Background: an optimization exercise with open tools, aiming at small area. Do not read the settings as production practice. Where RTL was checked, it was by simulation tests only, not by an equivalence proof against the original. Function not checked in run 7: the RTL went through the layout flow alone. The flow treats the clock pin as an ideal source. Dropping or thinning the clock tree relies on that and would not hold on a real chip. Power is estimated from default activity; no workload was simulated.

[flow/flow/clock_tree.tcl]
proc fs32_shrink_clock_tree {} {
  set root [get_cells -quiet clkbuf_0_clk]
  set root_net [get_nets -quiet clknet_0_clk]
  if { [llength $root] != 1 || [llength $root_net] != 1 } {
    puts "fs32_shrink_clock_tree: no root buffer, tree kept"
    return
  }
  set leaves {}
  foreach pin [get_pins -of_objects $root_net] {
    if { [get_property $pin direction] == "input" } {
      lappend leaves [get_cells -of_objects $pin]
    }
  }
  set clk_net [get_nets -of_objects [get_pins clkbuf_0_clk/A]]
  set clk_fanout [expr { [llength [get_pins -of_objects $clk_net]] - 1 }]
  if { [llength $leaves] + $clk_fanout - 1 > 4 } {
    puts "fs32_shrink_clock_tree: [llength $leaves] leaves, tree kept"
    return
  }
  foreach leaf $leaves {
    if { ![string match "sky130_fd_sc_hd__clkbuf_*" [get_property [get_lib_cells -of_objects $leaf] name]] } {
      puts "fs32_shrink_clock_tree: unexpected leaf, tree kept"
      return
    }
  }
  foreach leaf $leaves {
    set lname [get_property $leaf name]
    disconnect_pin $root_net $lname/A
    connect_pin $clk_net $lname/A
  }
  disconnect_pin $clk_net clkbuf_0_clk/A
  disconnect_pin $root_net clkbuf_0_clk/X
  delete_instance $root
  delete_net $root_net
  foreach leaf $leaves {
    set old [get_property [get_lib_cells -of_objects $leaf] name]
    replace_cell $leaf sky130_fd_sc_hd__clkbuf_4
    estimate_parasitics -placement
    set lname [get_property $leaf name]
    set slew [get_property [get_pins $lname/X] slew_max]
    if { $slew > 0.12 } {
      replace_cell $leaf $old
      puts "fs32_shrink_clock_tree: $lname kept as $old (slew $slew)"
    } else {
      puts "fs32_shrink_clock_tree: $lname now clkbuf_4 (slew $slew)"
    }
  }
  estimate_parasitics -placement
  detailed_placement
  check_placement -verbose
}
fs32_shrink_clock_tree
[flow/design.v]
module fs32 (
    input  wire        clk,
    input  wire        rst,
    input  wire        req_valid,
    output wire        req_ready,
    input  wire [15:0] req_cmd,
    input  wire [31:0] req_value,
    input  wire [7:0]  req_dist,
    output wire        rsp_valid,
    input  wire        rsp_ready,
    output wire [31:0] rsp_value,
    output wire [1:0]  rsp_err
);
    reg        resp;    
    reg [4:0]  c;       
    reg [31:0] w;       
    wire [5:0] cmd_rsv  = req_cmd[15:10];
    wire       cmd_src  = req_cmd[9];
    wire       cmd_dir  = req_cmd[8];
    wire [7:0] cmd_dist = req_cmd[7:0];
    wire illegal = (cmd_rsv != 6'd0) || (cmd_src && (cmd_dist != 8'd0));
    wire [7:0] d = cmd_dist | (req_dist & {8{cmd_src}});
    wire [4:0] ld = {5{~cmd_dir}};
    wire [5:0] sum = {1'b0, c} + {1'b0, d[4:0] ^ ld} + {5'd0, ~cmd_dir};
    wire       inr = sum[5] ^ cmd_dir;
    wire bit_in = req_value[sum[4:0]] & inr & (d[7:5] == 3'd0) & ~illegal;
    wire last = (c == 5'd31);
    always @(posedge clk) begin
        if (!resp)
            w <= {bit_in, w[31:1]};
    end
    always @(posedge clk) begin
        if (rst) begin
            resp <= 1'b0;
            c    <= 5'd0;
        end else if (resp) begin
            if (rsp_ready) begin
                resp <= 1'b0;
                c    <= 5'd0;
            end
        end else if (req_valid) begin
            if (last) begin
                resp <= 1'b1;
                c    <= {4'd0, illegal};
            end else begin
                c    <= c + 5'd1;
            end
        end else begin
            c <= 5'd0;
        end
    end
    assign req_ready = ~resp & last;
    assign rsp_valid = resp;
    assign rsp_value = w;
    assign rsp_err   = {1'b0, c[0]};
endmodule
[flow/constraint.sdc]
create_clock -name core_clock -period 4.0 [get_ports {clk}]
set_input_delay 0.8000 -clock core_clock [delete_from_list [all_inputs] [get_ports {clk}]]
set_output_delay 0.8000 -clock core_clock [all_outputs]
set_load 0.01 [all_outputs]
[flow/flow/abc_area.script]
strash
&get -n
&fraig -x
&put
scorr
dc2
strash
&get -n
&dch -f
&nf -R 1000 -p
&put
[flow/flow/run.sh]
#!/bin/bash
# The standard layout (standard.sh) with these changes:
#  - synthesis maps the logic with an area-oriented ABC script
#    (flow/abc_area.script) and leaves adders to ABC instead of mapping them
#    to adder cells first; registers are mapped exactly as in the standard
#    synthesis (that happens before ABC);
#  - the port buffers are buf_1, the smallest buffer;
#  - CTS inserts no dummy loads, and flow/clock_tree.tcl then drives the
#    leaf clock buffers from the clock port and sizes them down.
# Each tool's output is in the ORFS logs under orfs/logs; make's output is
# in standard_run.log.
set -e
W=$PWD
rm -rf "$W/scripts_local"
cp -r "$FLOW_HOME/scripts" "$W/scripts_local"
cp "$W/flow/abc_area.script" "$W/scripts_local/abc_speed.script"
export SCRIPTS_DIR=$W/scripts_local
export ADDER_MAP_FILE=
export BUFFER_PORTS_ARGS="-buffer_cell sky130_fd_sc_hd__buf_1"
export CTS_ARGS="-sink_clustering_enable -repair_clock_nets -dont_use_dummy_load"
export POST_CTS_TCL=$W/flow/clock_tree.tcl
bash standard.sh > standard_run.log 2>&1
[flow/config.mk]
export PLATFORM = sky130hd
export DESIGN_NAME = fs32
export DESIGN_NICKNAME = fs32
export VERILOG_FILES = /design/flow/design.v
export SDC_FILE = /design/flow/constraint.sdc
export NUM_CORES = 4
export LEC_CHECK = 0
export CAP_MARGIN = 20
export CORE_MARGIN = 2
export CORE_UTILIZATION = 40
export SLEW_MARGIN = 20
[flow/standard.sh]
#!/bin/bash
# synth_recipe.tcl (not shown) runs the flow's synth.tcl, then flattens the netlist and writes it again
# the make line also repeats each setting of config.mk as NAME=value (left out here)
make -C /OpenROAD-flow-scripts/flow DESIGN_CONFIG=/design/flow/config.mk WORK_HOME=/design/flow/orfs CLKGATE_MAP_FILE= SYNTH_SCRIPT=/design/flow/synth_recipe.tcl "${@:-finish}"
==> impl_metrics.csv, run 1 <==
group,metric,value,unit
worst_setup_path,crit_type,"in2reg",
worst_setup_path,cp.required,3.92,ns
power_and_ir_drop,powerDensity,314.2,mW/mm2
final_layout,fin_util,0.5331,
floorplanning,die-area,0.004875,mm2
clock_network,clkTransAtPathRegs,0.09,ns
timing,fmaxAchievable,292.7,MHz
timing,finalCritPeriodShare,0.8542,
floorplanning,ios,96,
timing,tightestPinTransition,0.8033,ns
detailed_routing,wirelength,3.592,mm
timing,maxSlewHeadroom,0.4506,
logic_synthesis,yosysTopAreaCellShare,0.5545,
logic_synthesis,yosys.area.top_type,"edfxtp_1",
logic_synthesis,synth_nets,177,
logic_synthesis,seq_area_frac_synth,0.6238,
floorplanning,rows,23,
timing,fin_setup_tns,0,ns
final_layout,drive_above_1_share,0.07477,
placed_design,io_buffers,94,
detailed_routing,viasPerCell,4.996,
floorplanning,die_h,69.82,um
logic_synthesis,synth_cells,117,
logic_synthesis,ys_ff_latch,38,
grt,grt_pass1_wl,5.727,mm
status,outcome,"finished clean",
placed_design,gp_congestion,0.7298,
detailed_routing,via_count,1319,
detailed_routing,antenna_left,0,
detailed_routing,drt_first_pass_iters,4,
clock_network,clk_latency,0.16,ns
logic_synthesis,yosys-top-cells-area,"edfxtp_1, mux4_2, dfxtp_1",
floorplanning,start_util,0.4241,
job,maxCapViolCount,0,
worst_setup_path,critPathCaptureType,"flip-flop",
final_layout,antenna_cells,0,
grt,antenna_found_initial,0,
logic_synthesis,avgSynthCellArea,14.81,um2
power_and_ir_drop,p_leak,0.7695,nW
logic_synthesis,synth-edff-count,32,
final_layout,area.growth.synth_to_final,25.70,%
timing,finalHoldViolations,0,
floorplanning,die-width,69.82,um
worst_setup_path,start_kind,"input pin",
final_layout,register_area,0.001081,mm2
grt,grt_pass1_vias,1286,
logic_synthesis,ys.flop_type,"edfxtp_1",
placed_design,dp_hpwl,3.005,mm
grt,track_usage,0.1489,
timing,setup_ws,0.5831,ns
floorplanning,core,0.004086,mm2
timing,grt_setup_unrepaired,"false",
worst_setup_path,cp_max_fo,8,
detailed_routing,wire_per_inst,13.61,um
grt,overflow,0,
hold_path,min_path_type,"reg2reg",
logic_synthesis,yosys_warnings,1,
timing,setup_viol,0,
worst_setup_path,arrival,3.33,ns
final_layout,final_nets,276,
final_layout,fillCellCount,381,
timing,fin_crit,3.417,ns
logic_synthesis,synth_cell_type_count,25,
detailed_routing,drc_errors,0,
detailed_routing,drt-initial-drc-count,99,
timing,finClkSkew,0.02391,ns
power_and_ir_drop,ir_worst_vdd,127.5,uV
timing,drv_slew,0,
grt,grt_max_degree,33,
clock_network,clock-sinks,38,
final_layout,multi_input_area,633.1,um2
logic_synthesis,syn_area,0.001733,mm2
logic_synthesis,synthArstFlopShare,0,
placed_design,dp_slack,0.2322,ns
==> layer usage <==
metal,track usage,vias to the layer above,part of all wire
li1,-,646,-
met1,0.1902,606,0.41
met2,0.2487,61,0.50
met3,0.04215,6,0.077
met4,0.04060,0,0.011
met5,0,-,0
==> power by group <==
group / leakage, nW / internal (mW) / switching, mW
Sequential: 0.443 / 0.423 / 0.00197
Clock: 0.0184 / 0.0479 / 0.0865
Combinational: 0.308 / 0.0737 / 0.0511
Total: 0.770 / 0.545 / 0.140
==> through the flow <==
step	hold slack [ns]	area, um2	std cells	power (mW)
after global routing	0.4595	2178	264	0.7216
after detailed placement	0.4349	2141	260	0.5597
after global placement	0.4321	2141	260	0.5541
final	0.4442	2178	264	0.6843
after floorplan	0.4990	1733	117	0.5249
==> final timing paths <==
path | start | endpoint | slack (ns) | cells after the start
worst max-delay path | req_cmd[9] | w[31] | 0.58 | 9
worst min-delay path | w[7] | w[6] | 0.44 | 0
worst max register to register | c[0] | w[31] | 1.27 | 7
worst min register to register | w[7] | w[6] | 0.44 | 0
==> cells by family (layout without fill, tap and decap cells) <==
| family | after synthesis | count (layout) | synth area share |
|---|---|---|---|
| other | 1 | 1 | 0.002164 |
| muxes | 10 | 10 | 0.1300 |
| xor gates and xnor gates | 14 | 14 | 0.07076 |
| AOI/OAI and AO/OA | 20 | 20 | 0.06715 |
| DFF | 38 | 38 | 0.6238 |
| and+or+nand+nor | 27 | 27 | 0.07943 |
| buffers and inverters | 5 | 102 | 0.01516 |
| adders and majority gates | 2 | 2 | 0.01155 |
==> state kept, by name, indices dropped and copies added (netlist names) <==
name / cells
w: 32
c: 5
resp: 1
==> cell type report <==
| cell class | instances | area share |
|---|---|---|
| inverters | 3 | 0.005169 |
| flip-flops and latches | 38 | 0.4963 |
| clock buffers | 4 | 0.01379 |
| well taps | 50 | 0.02872 |
| multi-input cells | 74 | 0.2906 |
| repair buffers | 95 | 0.1654 |
==> Yosys cell counts (all sizes together) (2+ instances only) <==
cell    number
nand2b       3
mux4        10
dfxtp        6
edfxtp      32
nor2         8
clkinv       3
nand2        3
xnor2        9
nor2b        5
a21oi       13
xor2         5
nor3         4
buf          2
a211oi       2
maj3         2
==> critical path, stage by stage <==
cell	delay, ns
buf_1	0.21
a21oi_1	0.13
xnor2_1	0.22
xor2_1	0.13
xnor2_1	0.67
mux4_2	0.41
mux4_2	0.47
nand2b_1	0.16
nor3b_1	0.14
==> cells in the final DEF (no fill, tap or decap) <==
cell type   n
a2111oi_0   1
a211oi_1    2
a21oi_1    13
a31oi_1     1
buf_1      94
buf_4       1
clkbuf_4    4
clkinv_1    3
conb_1      1
dfxtp_1     6
edfxtp_1   32
maj3_1      2
mux4_2     10
nand2_1     3
nand2b_1    3
nand3_1     1
nand4_1     1
nor2_1      8
nor2b_1     5
nor3_1      4
nor3b_1     1
o2111ai_1   1
o21ai_0     1
o31ai_1     1
or4_1       1
xnor2_1     8
xnor2_2     1
xor2_1      5
==> inputs of run 2 (changes only) <==
--- a/flow/flow/clock_tree.tcl
+++ b/flow/flow/clock_tree.tcl
@@ -38,7 +38,7 @@
     estimate_parasitics -placement
     set lname [get_property $leaf name]
     set slew [get_property [get_pins $lname/X] slew_max]
-    if { $slew > 0.12 } {
+    if { $slew > 0.095 } {
       replace_cell $leaf $old
       puts "fs32_shrink_clock_tree: $lname kept as $old (slew $slew)"
     } else {
==> impl_metrics.csv, run 2 <==
group,metric,value,unit
worst_setup_path,cp.required,3.88,ns
power_and_ir_drop,pwr-share-seq,0.593,
power_and_ir_drop,internal_power,577.3,uW
detailed_routing,dr_wl_met3,262,um
final_layout,final_common_cell,"buf_1",
placed_design,dpl_cell_area,0.002141,mm2
clock_network,clock-sinks,38,
hold_path,min_from,"w[9]",
logic_synthesis,seq_area_frac_synth,0.6238,
logic_synthesis,synth_nets,177,
final_layout,largest-register,"w",
power_and_ir_drop,p_leak,0.7773,nW
worst_setup_path,max_stage_delay,0.67,ns
timing,fin_setup_tns,0,ns
timing,maxSlewHeadroom,0.4527,
logic_synthesis,synthArstFlopShare,0,
detailed_routing,drt-initial-drc-count,128,
logic_synthesis,synth_cells,117,
timing,finalCritPeriodShare,0.8633,
final_layout,area.growth.synth_to_final,26.79,%
detailed_routing,wire_per_inst,13.65,um
power_and_ir_drop,combPwrFrac,0.174,
timing,fmaxAchievable,289.6,MHz
worst_setup_path,crit_path_start,"req_cmd[9]",
worst_setup_path,start_kind,"input pin",
detailed_routing,drt_first_pass_iters,4,
logic_synthesis,synth-edff-count,32,
grt,antenna_found_initial,0,
status,outcome,"finished clean",
floorplanning,rows,23,
grt,track_usage,0.1489,
clock_network,clk_latency,0.14,ns
clock_network,clkTransAtPathRegs,0.07,ns
worst_setup_path,slowest_stage,"xnor2_1",
logic_synthesis,yosys-top-cells-area,"edfxtp_1, mux4_2, dfxtp_1",
placed_design,io_buffers,94,
detailed_routing,wl_met1,1.487,mm
worst_setup_path,r2r_start,"c[0]",
detailed_routing,wirelength,3.603,mm
logic_synthesis,avgSynthCellArea,14.81,um2
detailed_routing,met2_wirelength,1.847,mm
detailed_routing,drc_errors,0,
grt,overflow,0,
timing,finClkSkew,0.01212,ns
timing,tightestPinTransition,0.8002,ns
worst_setup_path,worstReg2RegEnd,"w[31]",
final_layout,reg_top3,"w: 32 flops, c: 5 flops, resp: 1 flops",
power_and_ir_drop,powerDensity,326.7,mW/mm2
logic_synthesis,yosys-top-cells-count,"edfxtp_1, a21oi_1, mux4_2, xnor2_1, nor2_1",
final_layout,largest_reg_flops,32,
worst_setup_path,arrival,3.33,ns
job,maxCapViolCount,0,
worst_setup_path,reg2reg_depth,7,
timing,grt_setup_unrepaired,"false",
hold_path,min_path_cells,0,
power_and_ir_drop,power_frac_clock,0.233,
logic_synthesis,synth_most_common_cell,"edfxtp_1",
final_layout,drive_above_1_share,0.07477,
floorplanning,core,0.004086,mm2
power_and_ir_drop,ir_worst_vdd,130.6,uV
final_layout,antenna_cells,0,
detailed_routing,antenna_left,0,
placed_design,gp_congestion,0.7298,
grt,grt_max_degree,33,
logic_synthesis,yosysTopAreaCellShare,0.5545,
hold_path,min_path_type,"reg2reg",
worst_setup_path,critPathCaptureType,"flip-flop",
placed_design,dp_hpwl,3.005,mm
logic_synthesis,yosys.area.top_type,"edfxtp_1",
logic_synthesis,syn_area,0.001733,mm2
floorplanning,start_util,0.4241,
final_layout,final_nets,276,
detailed_routing,via_count,1312,
floorplanning,die-width,69.82,um
power_and_ir_drop,switching_share,0.1958,
timing,fin_crit,3.453,ns
worst_setup_path,crit_chain,"buf_1 -> a21oi_1 -> xnor2_1 -> xor2_1 -> xnor2_1 -> mux4_2 -> mux4_2 -> nand2b_1 -> nor3b_1",
detailed_routing,dr.max_layer_used,"met4",
worst_setup_path,crit_type,"in2reg",
logic_synthesis,synth_cell_type_count,25,
final_layout,fillCellCount,378,
floorplanning,ios,96,
detailed_routing,viasPerCell,4.970,
timing,setup_viol,0,
logic_synthesis,yosys_warnings,1,
final_layout,final_cell_area,0.002197,mm2
final_layout,most-common-layout-cells,"buf_1, edfxtp_1, a21oi_1",
logic_synthesis,ys_ff_latch,38,
timing,finalHoldViolations,0,
floorplanning,die-area,0.004875,mm2
power_and_ir_drop,p_sw,140.5,uW
worst_setup_path,critPathBufInv,1,
hold_path,min_to,"w[8]",
worst_setup_path,cp_max_fo,8,
grt,grt_pass1_vias,1286,
worst_setup_path,ff2ff_setup_slack,1.27,ns
grt,grt_pass1_wl,5.727,mm
final_layout,fin_util,0.5377,
logic_synthesis,ys.flop_type,"edfxtp_1",
worst_setup_path,cp_top_family,"XOR/XNOR gates",
timing,drv_slew,0,
floorplanning,die_h,69.82,um
[run 2: per-stage QoR]
step	setup WS, ns	hold slack [ns]	cells	power, mW
floorplan	0.7741	0.4990	117	0.5249
global placement	0.3917	0.4321	260	0.5541
detailed placement	0.2322	0.4349	260	0.5597
global route	0.3336	0.4626	264	0.7542
finish	0.5470	0.4487	264	0.7179
[run 2: metal layers]
layer	GRT usage	up-vias
met5	0	-
met4	0.04060	0
met3	0.04215	2
met2	0.2487	58
met1	0.1902	607
li1	-	645
[run 2: logic make-up (layout without fill, tap and decap cells)]
group	count (synthesis)	after routing	synth area share
mux	10	10	0.1300
compound gates	20	20	0.06715
buf+inv	5	102	0.01516
xor+xnor	14	14	0.07076
other cells	1	1	0.002164
simple gates	27	27	0.07943
fa+ha+maj	2	2	0.01155
flops	38	38	0.6238
[run 2: layout make-up]
type,count,area (um2),area share
Tap cell,50,62.56,0.02847
Multi-Input combinational cell,74,633.1,0.2882
Inverter,3,11.26,0.005125
Timing Repair Buffer,95,360.3,0.1640
Clock buffer,4,48.80,0.02221
Sequential cell,38,1081,0.4920
[run 2: how the worst max path moves through the flow]
stage	depth (start not counted)	end	slack, ns
finish	9	w[31]	0.55
global placement	7	w[31]	0.39
floorplan	6	w[31]	0.77
global route	9	w[31]	0.33
detailed placement	7	w[31]	0.23
[run 2: power groups by stage]
stage	clock network, mW	logic, mW	registers (mW)
3_5_place_dp	0	0.125	0.434
5_1_grt	0.190	0.139	0.425
6_report	0.168	0.125	0.426
2_1_floorplan	0	0.0913	0.434
3_3_place_gp	0	0.120	0.434
[run 2: worst register-to-register path, cell delays in order (launching register included)]
cell	delay, ns
dfxtp_1	0.41
nor2_1	0.14
a21oi_1	0.07
xnor2_1	0.69
mux4_2	0.41
mux4_2	0.47
nand2b_1	0.16
nor3b_1	0.14
==> inputs of run 3 (changes only) <==
--- a/flow/design.v
+++ b/flow/design.v
@@ -24,30 +24,18 @@
     wire [5:0] sum = {1'b0, c} + {1'b0, d[4:0] ^ ld} + {5'd0, ~cmd_dir};
     wire       inr = sum[5] ^ cmd_dir;
     wire bit_in = req_value[sum[4:0]] & inr & (d[7:5] == 3'd0) & ~illegal;
-    wire last = (c == 5'd31);
+    wire last = &c;
+    wire run  = req_valid & ~resp & ~rst;
+    wire [4:0] inc = c + 5'd1;
     always @(posedge clk) begin
         if (!resp)
             w <= {bit_in, w[31:1]};
     end
     always @(posedge clk) begin
-        if (rst) begin
-            resp <= 1'b0;
-            c    <= 5'd0;
-        end else if (resp) begin
-            if (rsp_ready) begin
-                resp <= 1'b0;
-                c    <= 5'd0;
-            end
-        end else if (req_valid) begin
-            if (last) begin
-                resp <= 1'b1;
-                c    <= {4'd0, illegal};
-            end else begin
-                c    <= c + 5'd1;
-            end
-        end else begin
-            c <= 5'd0;
-        end
+        resp    <= ~rst & (resp ? ~rsp_ready : (req_valid & last));
+        c[4:1]  <= run ? inc[4:1] : 4'd0;
+        c[0]    <= run ? (last ? illegal : ~c[0])
+                       : (resp & ~rsp_ready & ~rst & c[0]);
     end
     assign req_ready = ~resp & last;
     assign rsp_valid = resp;
--- a/flow/flow/clock_tree.tcl
+++ b/flow/flow/clock_tree.tcl
@@ -38,7 +38,7 @@
     estimate_parasitics -placement
     set lname [get_property $leaf name]
     set slew [get_property [get_pins $lname/X] slew_max]
-    if { $slew > 0.095 } {
+    if { $slew > 0.12 } {
       replace_cell $leaf $old
       puts "fs32_shrink_clock_tree: $lname kept as $old (slew $slew)"
     } else {
--- a/flow/config.mk
+++ b/flow/config.mk
@@ -5,7 +5,7 @@
 export SDC_FILE = /design/flow/constraint.sdc
 export NUM_CORES = 4
 export LEC_CHECK = 0
-export CAP_MARGIN = 20
+export CAP_MARGIN = 0
 export CORE_MARGIN = 2
 export CORE_UTILIZATION = 40
-export SLEW_MARGIN = 20
+export SLEW_MARGIN = 0
==> impl_metrics.csv, run 3 <==
group,metric,value,unit
status,outcome,"finished clean",
timing,fmaxAchievable,303.5,MHz
job,maxCapViolCount,0,
logic_synthesis,synth_nets,169,
grt,grt_max_degree,34,
timing,fin_crit,3.295,ns
detailed_routing,viasPerCell,5.214,
worst_setup_path,cp.required,3.92,ns
detailed_routing,wire_per_inst,15.42,um
final_layout,drive_above_1_share,0.07729,
grt,overflow,0,
logic_synthesis,syn_area,0.001704,mm2
placed_design,dp.cells,253,
logic_synthesis,yosys_warnings,1,
timing,drv_slew,0,
power_and_ir_drop,p_leak,0.7639,nW
power_and_ir_drop,ir_worst_vdd,111.7,uV
worst_setup_path,critPathBufInv,2,
logic_synthesis,seq_area_frac_synth,0.6344,
detailed_routing,via_count,1340,
floorplanning,ios,96,
detailed_routing,drt-initial-drc-count,52,
logic_synthesis,yosys-top-cells-count,"edfxtp_1, mux4_2, xnor2_1",
timing,grt_setup_unrepaired,"false",
worst_setup_path,max_stage_delay,0.51,ns
timing,maxSlewHeadroom,0.4306,
final_layout,final_cells,257,
hold_path,min_path_type,"reg2reg",
worst_setup_path,crit_chain,"buf_1 -> a21oi_1 -> xnor2_1 -> xnor2_1 -> xor2_1 -> buf_4 -> mux4_2 -> mux4_2 -> nand2b_1 -> nor3b_1",
grt,track_usage,0.1702,
floorplanning,core,0.004058,mm2
logic_synthesis,synth_cell_type_count,26,
detailed_routing,drt_first_pass_iters,4,
timing,setup_viol,0,
worst_setup_path,start_kind,"input pin",
logic_synthesis,synth_cells,109,
placed_design,gp_congestion,0.9487,
logic_synthesis,yosys.area.top_type,"edfxtp_1",
logic_synthesis,synth-edff-count,32,
final_layout,largest-register,"w",
floorplanning,die-width,69.27,um
logic_synthesis,ys_ff_latch,38,
worst_setup_path,cp_top_family,"multiplexers",
detailed_routing,antenna_left,0,
power_and_ir_drop,powerDensity,324.5,mW/mm2
clock_network,clock-sinks,38,
final_layout,largest_reg_flops,32,
floorplanning,start_util,0.4200,
floorplanning,die-area,0.004798,mm2
final_layout,most-common-layout-cells,"buf_1, edfxtp_1, mux4_2",
logic_synthesis,ys.flop_type,"edfxtp_1",
timing,tightestPinTransition,0.8325,ns
final_layout,final_common_cell,"buf_1",
worst_setup_path,arrival,3.22,ns
worst_setup_path,crit_type,"in2reg",
placed_design,dp_slack,0.5003,ns
clock_network,clk_latency,0.16,ns
logic_synthesis,avgSynthCellArea,15.63,um2
worst_setup_path,slowest_stage,"mux4_2",
final_layout,reg_top3,"w: 32 flops, c: 5 flops, resp: 1 flops",
logic_synthesis,yosysTopAreaCellShare,0.5639,
logic_synthesis,synthArstFlopShare,0,
worst_setup_path,critPathCaptureType,"flip-flop",
timing,finalCritPeriodShare,0.8238,
detailed_routing,drc_errors,0,
logic_synthesis,synth_most_common_cell,"edfxtp_1",
timing,finalHoldViolations,0,
grt,antenna_found_initial,0,
timing,fin_setup_tns,0,ns
grt,grt_pass1_vias,1396,
worst_setup_path,cp_max_fo,8,
logic_synthesis,yosys-top-cells-area,"edfxtp_1, mux4_2, dfxtp_1",
final_layout,final_nets,269,
floorplanning,die_h,69.27,um
detailed_routing,wirelength,3.963,mm
timing,setup_ws,0.7047,ns
clock_network,clkTransAtPathRegs,0.10,ns
placed_design,dp_hpwl,3.337,mm
grt,grt_pass1_wl,6.458,mm
placed_design,io_buffers,94,
timing,finClkSkew,0.009634,ns
final_layout,area.growth.synth_to_final,26.14,%
floorplanning,rows,23,
final_layout,antenna_cells,0,
==> run 3: cell count changes after synthesis, moves of 2 or more <==
cell,before,now
nor2_1,8,6
o21ai_0,1,3
a21oi_1,13,6
a211oi_1,2,0
nor2b_1,5,0
==> run 3: path summary, 6_finish.rpt <==
kind               from    end  slack [ns]  cells after the start
min               w[19]  w[18]        0.45                      0
max reg2reg        c[0]  w[31]        1.38                      7
max          req_cmd[9]  w[31]        0.70                     10
min reg2reg       w[19]  w[18]        0.45                      0
==> run 3: cell families after synthesis <==
family / Yosys count / synth area share
AOI/OAI and AO/OA: 14 / 0.05067
xor gates and xnor gates: 15 / 0.07709
adders and majority gates: 3 / 0.01762
buffers and inverters: 6 / 0.01762
DFF: 38 / 0.6344
muxes: 10 / 0.1322
other: 1 / 0.002201
and+or+nand+nor: 22 / 0.06828
==> run 3: where the power goes <==
| part | switching (mW) | internal, mW | total, mW |
|---|---|---|---|
| logic | 0.0549 | 0.0813 | 0.136 |
| registers | 0.00199 | 0.423 | 0.425 |
| clock network | 0.0880 | 0.0479 | 0.136 |
==> run 3: final cells by class <==
| class | count | area [um2] |
|---|---|---|
| fill | 369 | 1908 |
| sequential | 38 | 1081 |
| multi-input combinational | 65 | 593.1 |
| timing repair buffer | 96 | 367.9 |
| tap | 50 | 62.56 |
| clock buffer | 4 | 30.03 |
| inverter | 4 | 15.01 |
==> run 3: through the flow <==
stage / instance area (um2) / util / power [mW] / hold slack, ns
2_1_floorplan: 1704 / - / 0.5319 / 0.4990
3_3_place_gp: 2120 / 0.5224 / 0.5680 / 0.4323
3_5_place_dp: 2120 / 0.5224 / 0.5730 / 0.4317
5_1_grt: 2150 / 0.5298 / 0.7331 / 0.4664
6_report: 2150 / 0.5298 / 0.6975 / 0.4547
==> run 3: layer usage <==
metal | vias to the layer above | global-route usage | part of all wire
li1 | 622 | - | -
met1 | 625 | 0.1979 | 0.37
met2 | 83 | 0.2906 | 0.51
met3 | 10 | 0.05087 | 0.082
met4 | 0 | 0.07407 | 0.030
met5 | - | 0 | 0
==> run 3: worst register-to-register path, stage by stage, from the launching register on <==
cell	delay (ns)
dfxtp_1	0.40
o21ai_0	0.33
xor2_1	0.18
buf_4	0.22
mux4_2	0.52
mux4_2	0.47
nand2b_1	0.14
nor3b_1	0.13
==> inputs of run 4 (changes only) <==
--- a/flow/config.mk
+++ b/flow/config.mk
@@ -5,7 +5,8 @@
 export SDC_FILE = /design/flow/constraint.sdc
 export NUM_CORES = 4
 export LEC_CHECK = 0
-export CAP_MARGIN = 0
+export CAP_MARGIN = 20
 export CORE_MARGIN = 2
 export CORE_UTILIZATION = 40
-export SLEW_MARGIN = 0
+export GPL_TIMING_DRIVEN = 0
+export SLEW_MARGIN = 20
==> impl_metrics.csv, run 4 <==
group,metric,value,unit
status,outcome,"finished clean",
timing,grt_setup_unrepaired,"false",
placed_design,gp_congestion,0.8648,
logic_synthesis,synthMuxAreaShare,0.1322,
timing,fin_crit,3.618,ns
clock_network,clock-sinks,38,
floorplanning,die-width,69.27,um
power_and_ir_drop,powerDensity,322.4,mW/mm2
floorplanning,core,0.004058,mm2
detailed_routing,via_count,1259,
final_layout,largest_reg_flops,32,
logic_synthesis,yosys_warnings,1,
final_layout,final_nets,269,
timing,finalCritPeriodShare,0.9044,
timing,maxSlewHeadroom,0.3976,
worst_setup_path,arrival,3.53,ns
final_layout,area.growth.synth_to_final,26.58,%
logic_synthesis,synthArstFlopShare,0,
detailed_routing,drt-initial-drc-count,77,
logic_synthesis,synth_xor_area_frac,0.07709,
floorplanning,die-area,0.004798,mm2
timing,finalHoldViolations,0,
timing,drv_slew,0,
worst_setup_path,crit_type,"in2reg",
logic_synthesis,synth_most_common_cell,"edfxtp_1",
grt,overflow,0,
worst_setup_path,cp_max_fo,8,
placed_design,dp_hpwl,3.084,mm
power_and_ir_drop,ir_worst_vdd,122.9,uV
timing,finClkSkew,0.009456,ns
logic_synthesis,seq_area_frac_synth,0.6344,
detailed_routing,wirelength,3.707,mm
grt,track_usage,0.1607,
logic_synthesis,synth_nets,169,
grt,grt_max_degree,35,
final_layout,reg_top3,"w: 32 flops, c: 5 flops, resp: 1 flops",
final_layout,most-common-layout-cells,"buf_1, edfxtp_1, mux4_2",
floorplanning,die_h,69.27,um
worst_setup_path,start_kind,"input pin",
logic_synthesis,ys.flop_type,"edfxtp_1",
logic_synthesis,ys_ff_latch,38,
logic_synthesis,yosys.area.top_type,"edfxtp_1",
floorplanning,start_util,0.4200,
detailed_routing,antenna_left,0,
final_layout,final_cell_area,0.002157,mm2
timing,fmaxAchievable,276.4,MHz
logic_synthesis,synth_compound_area_frac,0.05066,
timing,setup_ws,0.3825,ns
final_layout,antenna_cells,0,
logic_synthesis,yosys.area_share.simple,0.06828,
grt,grt_pass1_wl,6.016,mm
detailed_routing,wire_per_inst,14.42,um
clock_network,clkTransAtPathRegs,0.10,ns
timing,setup_viol,0,
detailed_routing,drc_errors,0,
clock_network,clk_latency,0.16,ns
final_layout,largest-register,"w",
timing,timing.hold.ws,0.4518,ns
floorplanning,rows,23,
logic_synthesis,yosysTopAreaCellShare,0.5639,
job,maxCapViolCount,0,
floorplanning,ios,96,
placed_design,dpl_cell_area,0.002120,mm2
logic_synthesis,synth_top_family_by_area,"multiplexers",
placed_design,dp_slack,-0.06175,ns
worst_setup_path,cp.required,3.91,ns
detailed_routing,drt_first_pass_iters,3,
worst_setup_path,critPathCaptureType,"flip-flop",
logic_synthesis,avgSynthCellArea,15.63,um2
power_and_ir_drop,p_leak,0.7674,nW
timing,tightestPinTransition,0.8808,ns
detailed_routing,viasPerCell,4.899,
logic_synthesis,synth_cells,109,
logic_synthesis,syn_area,0.001704,mm2
grt,grt_pass1_vias,1246,
placed_design,io_buffers,94,
final_layout,final_common_cell,"buf_1",
logic_synthesis,yosys.area_share.adder,0.01762,
logic_synthesis,synth_cell_type_count,26,
logic_synthesis,yosys-top-cells-count,"edfxtp_1, mux4_2, xnor2_1",
hold_path,min_path_type,"reg2reg",
final_layout,drive_above_1_share,0.08696,
grt,antenna_found_initial,0,
logic_synthesis,synth-edff-count,32,
logic_synthesis,yosys-top-cells-area,"edfxtp_1, mux4_2, dfxtp_1",
[run 4: final cells by class]
cell class / instances / area, um2
plain buffers: 2 / 15.01
flip-flops and latches: 38 / 1081
inverters: 4 / 15.01
well taps: 50 / 62.56
clock buffers: 4 / 30.03
fillers: 369 / 1901
multi-input cells: 65 / 600.6
repair buffers: 94 / 352.8
[run 4: cell families (layout without fill, tap and decap cells)]
family                     count (synthesis)  in the layout
AOI/OAI and AO/OA                         14             14
buffers and inverters                      6            104
muxes                                     10             10
adders and majority gates                  3              3
DFF                                       38             38
other                                      1              1
and+or+nand+nor                           22             22
xor gates and xnor gates                  15             15
[run 4: layer usage]
layer	up-vias	global-route usage	share of wire	routed length [um]
met4	0	0.04575	0.012	46
met3	3	0.04651	0.085	314
met1	568	0.2044	0.41	1515
met5	-	0	0	0
li1	613	-	-	-
met2	75	0.2682	0.49	1831
[run 4: critical path, stage by stage]
cell	delay [ns]
buf_1	0.25
a21oi_1	0.17
o21ai_0	0.42
xor2_2	0.56
mux4_2	0.57
mux4_2	0.47
o2111ai_1	0.20
nor3b_1	0.07
[run 4: per-stage QoR]
stage,power [mW],setup TNS [ns],utilization,instances
2_1_floorplan,0.5319,0,-,109
3_3_place_gp,0.5659,-0.02319,0.5224,253
3_5_place_dp,0.5680,-0.06175,0.5224,253
5_1_grt,0.7328,0,0.5316,257
6_report,0.6954,0,0.5316,257
[run 4: power by group]
group / switching, mW / internal, mW
registers: 0.00191 / 0.423
logic: 0.0530 / 0.0798
clock network: 0.0893 / 0.0479
total: 0.144 / 0.551
[run 4: path summary, 6_finish.rpt]
kind | startpoint | depth (start not counted) | endpoint | slack, ns
max | req_cmd[9] | 8 | w[31] | 0.38
min | w[22] | 0 | w[21] | 0.45
max reg2reg | c[0] | 6 | w[31] | 1.02
min reg2reg | w[22] | 0 | w[21] | 0.45
==> inputs of run 5 (changes only) <==
--- a/flow/config.mk
+++ b/flow/config.mk
@@ -8,5 +8,4 @@
 export CAP_MARGIN = 20
 export CORE_MARGIN = 2
 export CORE_UTILIZATION = 40
-export GPL_TIMING_DRIVEN = 0
 export SLEW_MARGIN = 20
==> impl_metrics.csv, run 5 <==
group,metric,value,unit
status,outcome,"finished clean",
worst_setup_path,max_stage_delay,0.51,ns
clock_network,clkTransAtPathRegs,0.10,ns
timing,finClkSkew,0.009634,ns
grt,grt_util_met3,0.05087,
timing,fin_crit,3.295,ns
timing,maxSlewHeadroom,0.4306,
worst_setup_path,crit_type,"in2reg",
final_layout,largest_reg_flops,32,
final_layout,fillCellCount,369,
grt,overflow,0,
timing,grt_setup_unrepaired,"false",
logic_synthesis,seq_area_frac_synth,0.6344,
placed_design,gp_congestion,0.9487,
final_layout,final_nets,269,
logic_synthesis,yosysTopAreaCellShare,0.5639,
timing,finalCritPeriodShare,0.8238,
logic_synthesis,synth-edff-count,32,
logic_synthesis,synthArstFlopShare,0,
detailed_routing,viasPerCell,5.214,
job,maxCapViolCount,0,
logic_synthesis,ys_ff_latch,38,
grt,antenna_found_initial,0,
final_layout,antenna_cells,0,
detailed_routing,antenna_left,0,
grt,grt_pass1_wl,6.458,mm
floorplanning,ios,96,
logic_synthesis,yosys.area.top_type,"edfxtp_1",
grt,grt.busiest_layer,"met2",
power_and_ir_drop,p_leak,0.7639,nW
floorplanning,core,0.004058,mm2
detailed_routing,wire_per_inst,15.42,um
floorplanning,die-width,69.27,um
grt,grt_pass1_vias,1396,
detailed_routing,drc_errors,0,
grt,track_usage,0.1702,
final_layout,final_cell_area,0.002150,mm2
timing,fmaxAchievable,303.5,MHz
detailed_routing,wirelength,3.963,mm
power_and_ir_drop,powerDensity,324.5,mW/mm2
grt,grt_util_met2,0.2906,
worst_setup_path,slowest_stage,"mux4_2",
detailed_routing,drt-initial-drc-count,52,
logic_synthesis,synth_cell_type_count,26,
logic_synthesis,yosys-top-cells-area,"edfxtp_1, mux4_2, dfxtp_1",
timing,fin_setup_tns,0,ns
timing,finalHoldViolations,0,
floorplanning,start_util,0.4200,
worst_setup_path,cp_max_fo,8,
final_layout,most-common-layout-cells,"buf_1, edfxtp_1, mux4_2",
floorplanning,rows,23,
logic_synthesis,synth_most_common_cell,"edfxtp_1",
final_layout,reg_top3,"w: 32 flops, c: 5 flops, resp: 1 flops",
timing,drv_slew,0,
final_layout,drive_above_1_share,0.07729,
logic_synthesis,avgSynthCellArea,15.63,um2
clock_network,clk_latency,0.16,ns
floorplanning,die-area,0.004798,mm2
grt,met1_usage,0.1979,
clock_network,clock-sinks,38,
timing,tightestPinTransition,0.8325,ns
timing,timing.hold.ws,0.4547,ns
final_layout,area.growth.synth_to_final,26.14,%
placed_design,dp_hpwl,3.337,mm
final_layout,final_common_cell,"buf_1",
worst_setup_path,critPathCaptureType,"flip-flop",
power_and_ir_drop,ir_worst_vdd,111.7,uV
worst_setup_path,crit_chain,"buf_1 -> a21oi_1 -> xnor2_1 -> xnor2_1 -> xor2_1 -> buf_4 -> mux4_2 -> mux4_2 -> nand2b_1 -> nor3b_1",
timing,setup_viol,0,
detailed_routing,via_count,1340,
detailed_routing,drt_first_pass_iters,4,
worst_setup_path,start_kind,"input pin",
logic_synthesis,yosys-top-cells-count,"edfxtp_1, mux4_2, xnor2_1",
worst_setup_path,cp.required,3.92,ns
logic_synthesis,synth_cells,109,
floorplanning,die_h,69.27,um
logic_synthesis,synth_nets,169,
placed_design,dpl_cell_area,0.002120,mm2
logic_synthesis,yosys_warnings,1,
final_layout,largest-register,"w",
hold_path,min_path_type,"reg2reg",
placed_design,io_buffers,94,
worst_setup_path,arrival,3.22,ns
logic_synthesis,syn_area,0.001704,mm2
logic_synthesis,ys.flop_type,"edfxtp_1",
power_and_ir_drop,power.total,697.5,uW
grt,grt_max_degree,34,
run 5: critical path: cells and delay by family:
family          cells  cell delay (ns)
mux                 2             0.98
xor+xnor            3             0.58
buf+inv             2             0.45
simple gates        2             0.27
compound gates      1             0.13
run 5: cell families (layout without fill, tap and decap cells):
family                     count (synthesis)  count (layout)  synth area share
other                                      1               1          0.002201
and+or+nand+nor                           22              22           0.06828
muxes                                     10              10            0.1322
DFF                                       38              38            0.6344
adders and majority gates                  3               3           0.01762
AOI/OAI and AO/OA                         14              14           0.05067
buffers and inverters                      6             104           0.01762
xor gates and xnor gates                  15              15           0.07709
run 5: worst paths after layout:
path	from	endpoint	slack, ns	cells past startpoint
setup / recovery	req_cmd[9]	w[31]	0.70	10
setup reg to reg	c[0]	w[31]	1.38	7
hold reg to reg	w[19]	w[18]	0.45	0
hold / removal	w[19]	w[18]	0.45	0
run 5: area by class of cell:
class | count | area (um2) | area share
Multi-Input combinational cell | 65 | 593.1 | 0.2759
Sequential cell | 38 | 1081 | 0.5029
Clock buffer | 4 | 30.03 | 0.01397
Tap cell | 50 | 62.56 | 0.02910
Timing Repair Buffer | 96 | 367.9 | 0.1711
Inverter | 4 | 15.01 | 0.006985
run 5: metrics by stage:
stage / util / std cells / setup slack [ns]
after floorplan: - / 109 / 0.4389
after global placement: 0.5224 / 253 / 0.6072
after detailed placement: 0.5224 / 253 / 0.5003
after global routing: 0.5298 / 257 / 0.4698
final: 0.5298 / 257 / 0.7047
run 5: layer usage:
metal	share of wire	vias up
met2	0.51	83
met5	0	-
li1	-	622
met4	0.030	0
met3	0.082	10
met1	0.37	625
run 5: power by group:
group | internal [mW] | switching [mW]
sequential | 0.423 | 0.00199
combinational | 0.0813 | 0.0549
clock | 0.0479 | 0.0880
==> inputs of run 6 (changes only) <==
--- a/flow/flow/run.sh
+++ b/flow/flow/run.sh
@@ -4,7 +4,9 @@
 #    (flow/abc_area.script) and leaves adders to ABC instead of mapping them
 #    to adder cells first; registers are mapped exactly as in the standard
 #    synthesis (that happens before ABC);
-#  - the port buffers are buf_1, the smallest buffer;
+#  - the port buffers are buf_1, the smallest buffer; placement is not
+#    timing-driven (the design has ample slack), and synthesis's buffers
+#    are removed before it (flow/pre_place.tcl);
 #  - CTS inserts no dummy loads, and flow/clock_tree.tcl then drives the
 #    leaf clock buffers from the clock port and sizes them down.
 # Each tool's output is in the ORFS logs under orfs/logs; make's output is
@@ -19,4 +21,5 @@
 export BUFFER_PORTS_ARGS="-buffer_cell sky130_fd_sc_hd__buf_1"
 export CTS_ARGS="-sink_clustering_enable -repair_clock_nets -dont_use_dummy_load"
 export POST_CTS_TCL=$W/flow/clock_tree.tcl
+export PRE_GLOBAL_PLACE_TCL=$W/flow/pre_place.tcl
 bash standard.sh > standard_run.log 2>&1
==> flow/flow/pre_place.tcl (new file) <==
# Run before global placement (PRE_GLOBAL_PLACE_TCL): remove the buffers
# synthesis left, as the timing-driven placement would; the port buffers
# are added after this.
remove_buffers
--- a/flow/config.mk
+++ b/flow/config.mk
@@ -5,7 +5,8 @@
 export SDC_FILE = /design/flow/constraint.sdc
 export NUM_CORES = 4
 export LEC_CHECK = 0
-export CAP_MARGIN = 20
+export CAP_MARGIN = 0
 export CORE_MARGIN = 2
 export CORE_UTILIZATION = 40
-export SLEW_MARGIN = 20
+export GPL_TIMING_DRIVEN = 0
+export SLEW_MARGIN = 0
==> impl_metrics.csv, run 6 <==
group,metric,value,unit
status,outcome,"finished clean",
grt,antenna_found_initial,0,
detailed_routing,wirelength,3.716,mm
power_and_ir_drop,p_leak,0.7565,nW
timing,fmaxAchievable,276.8,MHz
worst_setup_path,cp_max_fo,8,
final_layout,area.growth.synth_to_final,25.70,%
worst_setup_path,worstReg2RegEnd,"w[31]",
logic_synthesis,synth_cell_type_count,26,
placed_design,io_buffers,94,
final_layout,final_nets,267,
placed_design,dp_hpwl,3.026,mm
logic_synthesis,yosys-top-cells-area,"edfxtp_1, mux4_2, dfxtp_1",
worst_setup_path,r2r_start,"c[0]",
worst_setup_path,cp.required,3.90,ns
logic_synthesis,ys.flop_type,"edfxtp_1",
logic_synthesis,synth_cells,109,
final_layout,final_cells,255,
detailed_routing,drt-initial-drc-count,81,
logic_synthesis,syn_area,0.001704,mm2
grt,grt_max_degree,35,
logic_synthesis,yosys-top-cells-count,"edfxtp_1, mux4_2, xnor2_1",
worst_setup_path,reg2reg_depth,6,
detailed_routing,viasPerCell,4.992,
logic_synthesis,seq_area_frac_synth,0.6344,
timing,setup_ws,0.3878,ns
final_layout,fin_util,0.5279,
worst_setup_path,crit_path_start,"req_cmd[9]",
timing,setup_viol,0,
power_and_ir_drop,power.total,696.2,uW
floorplanning,die-width,69.27,um
logic_synthesis,yosys.area.top_type,"edfxtp_1",
final_layout,drive_above_1_share,0.07317,
grt,track_usage,0.1538,
final_layout,most-common-layout-cells,"buf_1, edfxtp_1, mux4_2",
logic_synthesis,yosys_warnings,1,
grt,grt_pass1_vias,1206,
floorplanning,ios,96,
placed_design,dp.cells,251,
logic_synthesis,yosysTopAreaCellShare,0.5639,
floorplanning,core,0.004058,mm2
clock_network,clk_latency,0.17,ns
final_layout,reg_top3,"w: 32 flops, c: 5 flops, resp: 1 flops",
timing,fin_crit,3.612,ns
final_layout,final_common_cell,"buf_1",
timing,grt_setup_unrepaired,"false",
logic_synthesis,avgSynthCellArea,15.63,um2
logic_synthesis,synth-edff-count,32,
final_layout,largest-register,"w",
floorplanning,die-area,0.004798,mm2
logic_synthesis,synthArstFlopShare,0,
grt,grt_pass1_wl,5.802,mm
timing,finalHoldViolations,0,
floorplanning,rows,23,
detailed_routing,wire_per_inst,14.57,um
timing,maxSlewHeadroom,0.2508,
placed_design,gp_congestion,0.8523,
worst_setup_path,ff2ff_setup_slack,1.03,ns
worst_setup_path,critPathCaptureType,"flip-flop",
floorplanning,start_util,0.4200,
timing,finalCritPeriodShare,0.9031,
floorplanning,die_h,69.27,um
hold_path,min_path_type,"reg2reg",
detailed_routing,drt_first_pass_iters,4,
worst_setup_path,crit_end,"w[31]",
clock_network,clkTransAtPathRegs,0.11,ns
worst_setup_path,arrival,3.52,ns
timing,tightestPinTransition,1.117,ns
final_layout,largest_reg_flops,32,
grt,overflow,0,
job,maxCapViolCount,0,
timing,finClkSkew,0.01996,ns
placed_design,dp_slack,-0.06499,ns
detailed_routing,antenna_left,0,
logic_synthesis,synth_most_common_cell,"edfxtp_1",
clock_network,clock-sinks,38,
power_and_ir_drop,powerDensity,325.0,mW/mm2
logic_synthesis,ys_ff_latch,38,
detailed_routing,via_count,1273,
power_and_ir_drop,ir_worst_vdd,130.8,uV
final_layout,antenna_cells,0,
worst_setup_path,start_kind,"input pin",
logic_synthesis,synth_nets,169,
worst_setup_path,crit_type,"in2reg",
timing,drv_slew,0,
detailed_routing,drc_errors,0,
[run 6: cell types whose count changed in the layout (fill, tap and decap cells not counted)]
cell / before / now
buf_4: 2 / 0
xor2_1: 6 / 5
xor2_2: 0 / 1
[run 6: where the power goes]
part           total, mW  switching [mW]  internal (mW)
Clock              0.139          0.0911         0.0479
Sequential         0.425         0.00199          0.423
Combinational      0.132          0.0532         0.0785
[run 6: cell type report]
class	count	area [um2]
Multi-Input combinational cell	65	600.6
Fill cell	377	1916
Clock buffer	4	30.03
Inverter	4	15.01
Timing Repair Buffer	94	352.8
Sequential cell	38	1081
Tap cell	50	62.56
[run 6: per-stage QoR]
stage,setup TNS [ns],hold slack (ns),instance area (um2)
final,0,0.4488,2142
after detailed placement,-0.06499,0.4355,2105
after global routing,0,0.4679,2142
after global placement,-0.02130,0.4322,2105
after floorplan,0,0.4990,1704
[run 6: how the worst min path moves through the flow]
stage                      from  endpoint  slack [ns]  depth (start not counted)
final                     w[29]     w[28]        0.45                          0
after global routing      w[17]     w[16]        0.47                          0
after detailed placement  w[17]     w[16]        0.44                          0
after global placement    w[20]     w[19]        0.43                          0
after floorplan            w[1]      w[0]        0.50                          0
[run 6: cell families (layout without fill, tap and decap cells)]
logic type / Yosys count / after routing / share of synthesized area
simple gates: 22 / 22 / 0.06828
flops: 38 / 38 / 0.6344
xor+xnor: 15 / 15 / 0.07709
fa+ha+maj: 3 / 3 / 0.01762
buf+inv: 6 / 102 / 0.01762
other cells: 1 / 1 / 0.002201
compound gates: 14 / 14 / 0.05067
mux: 10 / 10 / 0.1322
[run 6: routing by layer]
layer,share of wire,global-route usage
met5,0,0
met4,0.013,0.04575
met3,0.093,0.05523
met2,0.48,0.2607
met1,0.41,0.1840
[run 6: worst max-delay path: stages]
cell and delay [ns]:
buf_1 0.25, a21oi_1 0.17, o21ai_0 0.40, xor2_2 0.57, mux4_2 0.58, mux4_2 0.45, nand2b_1 0.14, nor3b_1 0.14
==> inputs of run 7 (changes only) <==
--- a/flow/design.v
+++ b/flow/design.v
@@ -37,8 +37,8 @@
         c[0]    <= run ? (last ? illegal : ~c[0])
                        : (resp & ~rsp_ready & ~rst & c[0]);
     end
-    assign req_ready = ~resp & last;
+    assign req_ready = last;
     assign rsp_valid = resp;
     assign rsp_value = w;
-    assign rsp_err   = {1'b0, c[0]};
+    assign rsp_err   = c[1:0];
 endmodule
==> impl_metrics.csv, run 7 <==
group,metric,value,unit
status,outcome,"finished clean",
placed_design,io_buffers,95,
timing,fmaxAchievable,282.9,MHz
worst_setup_path,critPathCaptureType,"flip-flop",
worst_setup_path,crit_type,"in2reg",
timing,maxSlewHeadroom,0.2706,
final_layout,largest_reg_flops,32,
floorplanning,start_util,0.4214,
timing,finClkSkew,0.009401,ns
logic_synthesis,synthArstFlopShare,0,
logic_synthesis,synth_most_common_cell,"edfxtp_1",
detailed_routing,drc_errors,0,
placed_design,dp.cells,251,
worst_setup_path,slowest_stage,"mux4_2",
timing,drv_slew,0,
detailed_routing,drt-initial-drc-count,129,
final_layout,final_nets,267,
grt,track_usage,0.1526,
timing,finalHoldViolations,0,
floorplanning,die-area,0.004782,mm2
timing,finalCritPeriodShare,0.8836,
logic_synthesis,ys_ff_latch,38,
final_layout,antenna_cells,0,
logic_synthesis,yosys_warnings,1,
logic_synthesis,yosysTopAreaCellShare,0.5660,
clock_network,clkTransAtPathRegs,0.10,ns
timing,fin_crit,3.535,ns
power_and_ir_drop,p_leak,0.7528,nW
logic_synthesis,synth_nets,168,
logic_synthesis,synth-edff-count,32,
final_layout,drive_above_1_share,0.07317,
worst_setup_path,start_kind,"input pin",
logic_synthesis,synth_cells,108,
detailed_routing,wirelength,3.563,mm
timing,grt_setup_unrepaired,"false",
final_layout,fin_util,0.5311,
floorplanning,rows,23,
logic_synthesis,avgSynthCellArea,15.72,um2
logic_synthesis,synth_cell_type_count,25,
final_layout,final_common_cell,"buf_1",
floorplanning,core,0.004029,mm2
final_layout,area.growth.synth_to_final,26.01,%
detailed_routing,drt_first_pass_iters,4,
timing,timing.hold.ws,0.4559,ns
grt,grt_pass1_vias,1246,
logic_synthesis,seq_area_frac_synth,0.6367,
final_layout,largest-register,"w",
logic_synthesis,yosys-top-cells-area,"edfxtp_1, mux4_2, dfxtp_1",
logic_synthesis,syn_area,0.001698,mm2
placed_design,gp_congestion,0.8033,
detailed_routing,via_count,1274,
floorplanning,die-width,69.15,um
power_and_ir_drop,ir_worst_vdd,120.0,uV
final_layout,reg_top3,"w: 32 flops, c: 5 flops, resp: 1 flops",
detailed_routing,viasPerCell,4.996,
worst_setup_path,max_stage_delay,0.57,ns
power_and_ir_drop,power.total,696.8,uW
logic_synthesis,yosys-top-cells-count,"edfxtp_1, mux4_2, xnor2_1",
placed_design,dp_hpwl,2.935,mm
worst_setup_path,critPathBufInv,1,
grt,grt_max_degree,35,
floorplanning,ios,96,
worst_setup_path,arrival,3.45,ns
hold_path,min_path_type,"reg2reg",
logic_synthesis,yosys.area.top_type,"edfxtp_1",
worst_setup_path,cp.required,3.92,ns
detailed_routing,wire_per_inst,13.97,um
worst_setup_path,cp_max_fo,8,
final_layout,most-common-layout-cells,"buf_1, edfxtp_1, mux4_2",
timing,tightestPinTransition,1.087,ns
worst_setup_path,crit_chain,"buf_1 -> a21oi_1 -> xnor2_1 -> xnor2_1 -> xor2_2 -> mux4_2 -> mux4_2 -> nand2b_1 -> nor3b_1",
detailed_routing,antenna_left,0,
worst_setup_path,cp_top_family,"multiplexers",
grt,overflow,0,
power_and_ir_drop,powerDensity,325.7,mW/mm2
timing,setup_viol,0,
grt,antenna_found_initial,0,
logic_synthesis,ys.flop_type,"edfxtp_1",
grt,grt_pass1_wl,5.802,mm
clock_network,clk_latency,0.16,ns
job,maxCapViolCount,0,
floorplanning,die_h,69.15,um
clock_network,clock-sinks,38,
final_layout,final_cells,255,
run 7: cell types whose count changed in the layout (fill, tap and decap cells not counted):
cell | before | now
buf_1 | 94 | 95
nor2_1 | 6 | 5
clkinv_1 | 4 | 5
nor3_1 | 4 | 5
conb_1 | 1 | 0
nor3b_1 | 2 | 1
run 7: kinds of logic (layout without fill, tap and decap cells):
group | after synthesis | after routing | synth area share
xor+xnor | 15 | 15 | 0.07738
simple gates | 21 | 21 | 0.06485
buf+inv | 7 | 104 | 0.01990
fa+ha+maj | 3 | 3 | 0.01769
mux | 10 | 10 | 0.1326
flops | 38 | 38 | 0.6367
compound gates | 14 | 14 | 0.05085
run 7: routing by layer:
| layer | GRT usage | vias up | share of wire |
|---|---|---|---|
| met2 | 0.2618 | 78 | 0.49 |
| met5 | 0 | - | 0 |
| met3 | 0.04386 | 6 | 0.093 |
| met1 | 0.1834 | 576 | 0.41 |
| li1 | - | 614 | - |
| met4 | 0.05229 | 0 | 0.015 |
run 7: worst reg2reg max path: cells and delay by family (launching register included):
family                    cells  cell delay (ns)
AOI/OAI and AO/OA             1             0.41
xor gates and xnor gates      1             0.56
DFF                           1             0.41
muxes                         2             1.05
and+or+nand+nor               2             0.29
run 7: worst paths after layout:
kind / from / to / slack (ns) / cells after the start
worst min-delay path: w[30] / w[29] / 0.46 / 0
worst max-delay path: req_cmd[9] / w[31] / 0.47 / 9
worst max register to register: c[0] / w[31] / 1.05 / 6
worst min register to register: w[30] / w[29] / 0.46 / 0
run 7: power breakdown:
part           internal [mW]  switching [mW]  total [mW]  leakage [nW]
logic                 0.0787          0.0531       0.132         0.291
clock network         0.0479          0.0915       0.139        0.0184
registers              0.423         0.00209       0.425         0.444
total                  0.550           0.147       0.697         0.753
run 7: per-stage QoR:
step | TNS (ns) | worst slack, ns | cell area [um2]
global placement | 0 | 0.01263 | 2102
finish | 0 | 0.4654 | 2140
global route | 0 | 0.1893 | 2140
detailed placement | -0.04542 | -0.04542 | 2102
floorplan | 0 | 0.4389 | 1698
run 7: layout make-up:
cell class / instances / area (um2)
repair buffers: 95 / 356.6
multi-input cells: 63 / 590.6
fillers: 372 / 1889
clock buffers: 4 / 30.03
flip-flops and latches: 38 / 1081
inverters: 5 / 18.77
well taps: 50 / 62.56
==> inputs of run 8 (changes only) <==
--- a/flow/design.v
+++ b/flow/design.v
@@ -20,10 +20,19 @@
     wire [7:0] cmd_dist = req_cmd[7:0];
     wire illegal = (cmd_rsv != 6'd0) || (cmd_src && (cmd_dist != 8'd0));
     wire [7:0] d = cmd_dist | (req_dist & {8{cmd_src}});
-    wire [4:0] ld = {5{~cmd_dir}};
-    wire [5:0] sum = {1'b0, c} + {1'b0, d[4:0] ^ ld} + {5'd0, ~cmd_dir};
-    wire       inr = sum[5] ^ cmd_dir;
-    wire bit_in = req_value[sum[4:0]] & inr & (d[7:5] == 3'd0) & ~illegal;
+    wire [4:0] e = d[4:0] ^ {5{~cmd_dir}};
+    wire [5:0] k;
+    wire [4:0] sum;
+    assign k[0] = ~cmd_dir;
+    genvar i;
+    generate
+        for (i = 0; i < 5; i = i + 1) begin : g_add
+            assign sum[i]   = c[i] ^ e[i] ^ k[i];
+            assign k[i + 1] = (c[i] & e[i]) | (c[i] & k[i]) | (e[i] & k[i]);
+        end
+    endgenerate
+    wire inr = k[5] ^ cmd_dir;
+    wire bit_in = req_value[sum] & inr & (d[7:5] == 3'd0) & ~illegal;
     wire last = &c;
     wire run  = req_valid & ~resp & ~rst;
     wire [4:0] inc = c + 5'd1;
--- a/flow/flow/run.sh
+++ b/flow/flow/run.sh
@@ -1,9 +1,8 @@
 #!/bin/bash
 # The standard layout (standard.sh) with these changes:
 #  - synthesis maps the logic with an area-oriented ABC script
-#    (flow/abc_area.script) and leaves adders to ABC instead of mapping them
-#    to adder cells first; registers are mapped exactly as in the standard
-#    synthesis (that happens before ABC);
+#    (flow/abc_area.script); registers are mapped exactly as in the
+#    standard synthesis (that happens before ABC);
 #  - the port buffers are buf_1, the smallest buffer; placement is not
 #    timing-driven (the design has ample slack), and synthesis's buffers
 #    are removed before it (flow/pre_place.tcl);
@@ -17,7 +16,6 @@
 cp -r "$FLOW_HOME/scripts" "$W/scripts_local"
 cp "$W/flow/abc_area.script" "$W/scripts_local/abc_speed.script"
 export SCRIPTS_DIR=$W/scripts_local
-export ADDER_MAP_FILE=
 export BUFFER_PORTS_ARGS="-buffer_cell sky130_fd_sc_hd__buf_1"
 export CTS_ARGS="-sink_clustering_enable -repair_clock_nets -dont_use_dummy_load"
 export POST_CTS_TCL=$W/flow/clock_tree.tcl
--- a/flow/config.mk
+++ b/flow/config.mk
@@ -7,6 +7,7 @@
 export LEC_CHECK = 0
 export CAP_MARGIN = 0
 export CORE_MARGIN = 2
-export CORE_UTILIZATION = 40
+export CORE_UTILIZATION = 75
 export GPL_TIMING_DRIVEN = 0
+export PLACE_DENSITY = 0.85
 export SLEW_MARGIN = 0
==> impl_metrics.csv, run 8 <==
group,metric,value,unit
logic_synthesis,yosys_warnings,1,
logic_synthesis,synth_nets,161,
floorplanning,die-width,51.12,um
placed_design,dpl_cell_area,0.002042,mm2
logic_synthesis,avgSynthCellArea,17.53,um2
placed_design,io_buffers,95,
floorplanning,die_h,51.12,um
floorplanning,rows,17,
logic_synthesis,synth_cells,95,
grt,antenna_found_initial,0,
timing,grt-worst-endpoint,"w[31]$_DFFE_PN_/D",
logic_synthesis,syn_area,0.001665,mm2
logic_synthesis,yosys-top-cells-count,"edfxtp_1, mux4_2, a21oi_1, dfxtp_1, xor2_1",
clock_network,clock-sinks,38,
logic_synthesis,ys_ff_latch,38,
floorplanning,start_util,0.7752,
timing,worst-ep-kind,"sequential cell input",
placed_design,dp_slack,-0.1794,ns
status,stop_error,"[ERROR DPL-0033] detailed placement checks failed during check placement.",
grt,grt_max_degree,34,
logic_synthesis,yosys-top-cells-area,"edfxtp_1, mux4_2, dfxtp_1",
logic_synthesis,yosys.area.top_type,"edfxtp_1",
logic_synthesis,seq_area_frac_synth,0.6491,
logic_synthesis,synthArstFlopShare,0,
logic_synthesis,synth_most_common_cell,"edfxtp_1",
logic_synthesis,yosysTopAreaCellShare,0.5770,
logic_synthesis,ys.flop_type,"edfxtp_1",
floorplanning,ios,96,
logic_synthesis,synth_cell_type_count,24,
placed_design,gp_congestion,0.7770,
status,outcome,"did not finish",
logic_synthesis,synth-edff-count,32,
status,lastStage,"5_1_grt",
placed_design,dp_hpwl,4.226,mm
[run 8: power by group through the flow]
stage / registers (mW) / clock network [mW] / logic (mW)
floorplan: 0.434 / 0 / 0.0879
global placement: 0.434 / 0 / 0.116
detailed placement: 0.435 / 0 / 0.131
[run 8: metrics by stage]
stage / std cells / setup TNS, ns / hold slack, ns / power (mW)
floorplan: 95 / 0 / 0.4623 / 0.5218
global placement: 216 / 0 / 0.4313 / 0.5504
detailed placement: 216 / -0.1794 / 0.4338 / 0.5658
[run 8: kinds of logic after synthesis]
group,after synthesis,share of synthesized area
flip-flops,38,0.6491
AO/OA/AOI/OAI,16,0.05936
AND/OR/NAND/NOR,15,0.04808
multiplexers,10,0.1352
XOR/XNOR,6,0.03155
adder cells (fa/ha/maj),6,0.06311
buffers and inverters,4,0.01352
[run 8: how the worst min path moves through the flow]
stage	from	end	cells past startpoint
2_1_floorplan	c[3]	c[3]	1
3_3_place_gp	w[6]	w[5]	0
3_5_place_dp	w[27]	w[26]	0
==> inputs of run 9 (changes only) <==
--- a/flow/config.mk
+++ b/flow/config.mk
@@ -7,7 +7,6 @@
 export LEC_CHECK = 0
 export CAP_MARGIN = 0
 export CORE_MARGIN = 2
-export CORE_UTILIZATION = 75
+export CORE_UTILIZATION = 50
 export GPL_TIMING_DRIVEN = 0
-export PLACE_DENSITY = 0.85
 export SLEW_MARGIN = 0
==> impl_metrics.csv, run 9 <==
group,metric,value,unit
worst_setup_path,slowest_stage,"fa_2",
final_layout,largest-register,"w",
timing,fmaxAchievable,261.1,MHz
timing,setup_viol,0,
placed_design,io_buffers,95,
worst_setup_path,start_kind,"input pin",
floorplanning,ios,96,
power_and_ir_drop,powerDensity,327.6,mW/mm2
logic_synthesis,ys.flop_type,"edfxtp_1",
logic_synthesis,avgSynthCellArea,17.53,um2
worst_setup_path,arrival,3.72,ns
logic_synthesis,seq_area_frac_synth,0.6491,
logic_synthesis,yosys.area.top_type,"edfxtp_1",
job,maxCapViolCount,0,
logic_synthesis,synth_nets,161,
logic_synthesis,yosys-top-cells-area,"edfxtp_1, mux4_2, dfxtp_1",
floorplanning,die_h,61.71,um
detailed_routing,wirelength,3.205,mm
hold_path,min_path_type,"reg2reg",
clock_network,clkTransAtPathRegs,0.11,ns
final_layout,most-common-layout-cells,"buf_1, edfxtp_1, mux4_2",
timing,finClkSkew,0.02175,ns
detailed_routing,viasPerCell,5.093,
timing,fin_setup_tns,0,ns
floorplanning,core,0.003103,mm2
logic_synthesis,yosys_warnings,1,
floorplanning,die-width,61.71,um
placed_design,dp_hpwl,2.570,mm
timing,finalCritPeriodShare,0.9577,
grt,grt_max_degree,34,
grt,grt_pass1_wl,4.795,mm
detailed_routing,via_count,1202,
floorplanning,rows,20,
clock_network,clk_latency,0.17,ns
detailed_routing,drc_errors,0,
logic_synthesis,synthArstFlopShare,0,
floorplanning,start_util,0.5367,
logic_synthesis,synth_cells,95,
worst_setup_path,crit_type,"in2reg",
timing,drv_slew,0,
detailed_routing,drt_first_pass_iters,4,
final_layout,antenna_cells,0,
logic_synthesis,syn_area,0.001665,mm2
timing,finalHoldViolations,0,
power_and_ir_drop,ir_worst_vdd,214.9,uV
final_layout,drive_above_1_share,0.07813,
timing,fin_crit,3.831,ns
final_layout,final_common_cell,"buf_1",
logic_synthesis,synth_cell_type_count,24,
placed_design,gp_congestion,0.7748,
worst_setup_path,critPathCaptureType,"flip-flop",
final_layout,area.growth.synth_to_final,25.77,%
logic_synthesis,synth-edff-count,32,
clock_network,clock-sinks,38,
grt,antenna_found_initial,0,
final_layout,largest_reg_flops,32,
status,outcome,"finished clean",
worst_setup_path,max_stage_delay,0.71,ns
timing,grt_setup_unrepaired,"false",
logic_synthesis,yosysTopAreaCellShare,0.5770,
worst_setup_path,crit_chain,"buf_1 -> a21oi_1 -> nor2_1 -> a21oi_1 -> fa_1 -> fa_2 -> mux4_2 -> mux4_2 -> nor2_1 -> a2111oi_0",
final_layout,reg_top3,"w: 32 flops, c: 5 flops, resp: 1 flops",
timing,maxSlewHeadroom,0.2958,
detailed_routing,wire_per_inst,13.58,um
final_layout,final_nets,260,
logic_synthesis,yosys-top-cells-count,"edfxtp_1, mux4_2, a21oi_1, dfxtp_1, xor2_1",
timing,tightestPinTransition,1.050,ns
power_and_ir_drop,p_leak,0.7852,nW
timing,timing.hold.ws,0.4295,ns
logic_synthesis,ys_ff_latch,38,
floorplanning,die-area,0.003808,mm2
grt,track_usage,0.1728,
logic_synthesis,synth_most_common_cell,"edfxtp_1",
detailed_routing,drt-initial-drc-count,44,
grt,grt_pass1_vias,1153,
detailed_routing,antenna_left,0,
grt,overflow,0,
worst_setup_path,cp_max_fo,8,
worst_setup_path,cp.required,3.89,ns
-- run 9: routing by layer --
layer | share of wire | vias to the layer above | GRT usage
met4 | 0.012 | 0 | 0.04863
met1 | 0.44 | 574 | 0.2254
met3 | 0.057 | 5 | 0.04141
li1 | - | 579 | -
met5 | 0 | - | 0
met2 | 0.49 | 44 | 0.2917
-- run 9: stage by stage --
stage                     area (um2)  worst slack [ns]  instances  power (mW)    util
after global placement          2062          -0.07373        232      0.5555  0.6645
final                           2095            0.1693        236      0.6862  0.6750
after global routing            2095           0.04569        236      0.7143  0.6750
after floorplan                 1665            0.3241         95      0.5218       -
after detailed placement        2062           -0.1488        232      0.5594  0.6645
-- run 9: logic make-up after synthesis --
family,count (synthesis),synth area share
xor gates and xnor gates,6,0.03155
AOI/OAI and AO/OA,16,0.05936
DFF,38,0.6491
buffers and inverters,4,0.01352
and+or+nand+nor,15,0.04808
muxes,10,0.1352
adders and majority gates,6,0.06311
-- run 9: report_power, final --
group / switching, mW / leakage, nW / internal, mW
logic: 0.0512 / 0.323 / 0.0741
registers: 0.00187 / 0.444 / 0.423
clock network: 0.0878 / 0.0184 / 0.0479
-- run 9: path summary, 6_finish.rpt --
kind               from  endpoint  slack, ns  cells after the start
max          req_cmd[9]     w[31]       0.17                     10
min               w[17]     w[16]       0.43                      0
max reg2reg        c[0]     w[31]       0.82                      8
min reg2reg       w[17]     w[16]       0.43                      0
-- run 9: final cells by class --
cell class	instances	area [um2]
clock buffer	4	30.03
fill	260	1008
inverter	2	7.507
multi-input combinational	53	564.3
sequential	38	1081
tap	44	55.05
timing repair buffer	95	356.6
-- run 9: critical path, delay by kind of cell --
| kind | cells | cell delay, ns |
|---|---|---|
| mux | 2 | 1.06 |
| compound gates | 3 | 0.30 |
| fa+ha+maj | 2 | 1.11 |
| simple gates | 2 | 0.22 |
| buf+inv | 1 | 0.23 |

what the ideal ports hide:
The flow's constraints put no driver on any port. The routed layouts listed below were extracted and timed again, unchanged, in two steps.
Step 1 sets driving cells, clkbuf_16 on the clock port and buf_2 on the other inputs (assumed; they add their load-dependent delay and slew).
Step 2 also shifts input and output timing later by t, the mid clock arrival at the registers, as if the neighbouring blocks saw the same clock.
Three values: ideal, step 1, step 2; two values: the first two.
run	t, ns	setup slack, ns	latest minus earliest clock arrival (ns)	worst data-port slew with drivers (ns)
run 1	0.190	0.583 / 0.599 / 0.410	0.025 / 0.025	0.04
run 2	0.175	0.547 / 0.566 / 0.390	0.013 / 0.013	0.04
run 3	0.196	0.705 / 0.725 / 0.529	0.010 / 0.010	0.04
run 4	0.198	0.382 / 0.402 / 0.205	0.009 / 0.009	0.04
run 5	0.196	0.705 / 0.725 / 0.529	0.010 / 0.010	0.04
run 6	0.198	0.388 / 0.405 / 0.207	0.020 / 0.021	0.05
run 7	0.200	0.465 / 0.483 / 0.284	0.009 / 0.009	0.03
run 9	0.193	0.169 / 0.180 / -0.013	0.022 / 0.022	0.03
Met with ideal ports but missed after step 2: setup timing in run 9. The setup slack of run 9, which loses most, moves by +0.011 ns with the drivers and by -0.182 ns with both steps.
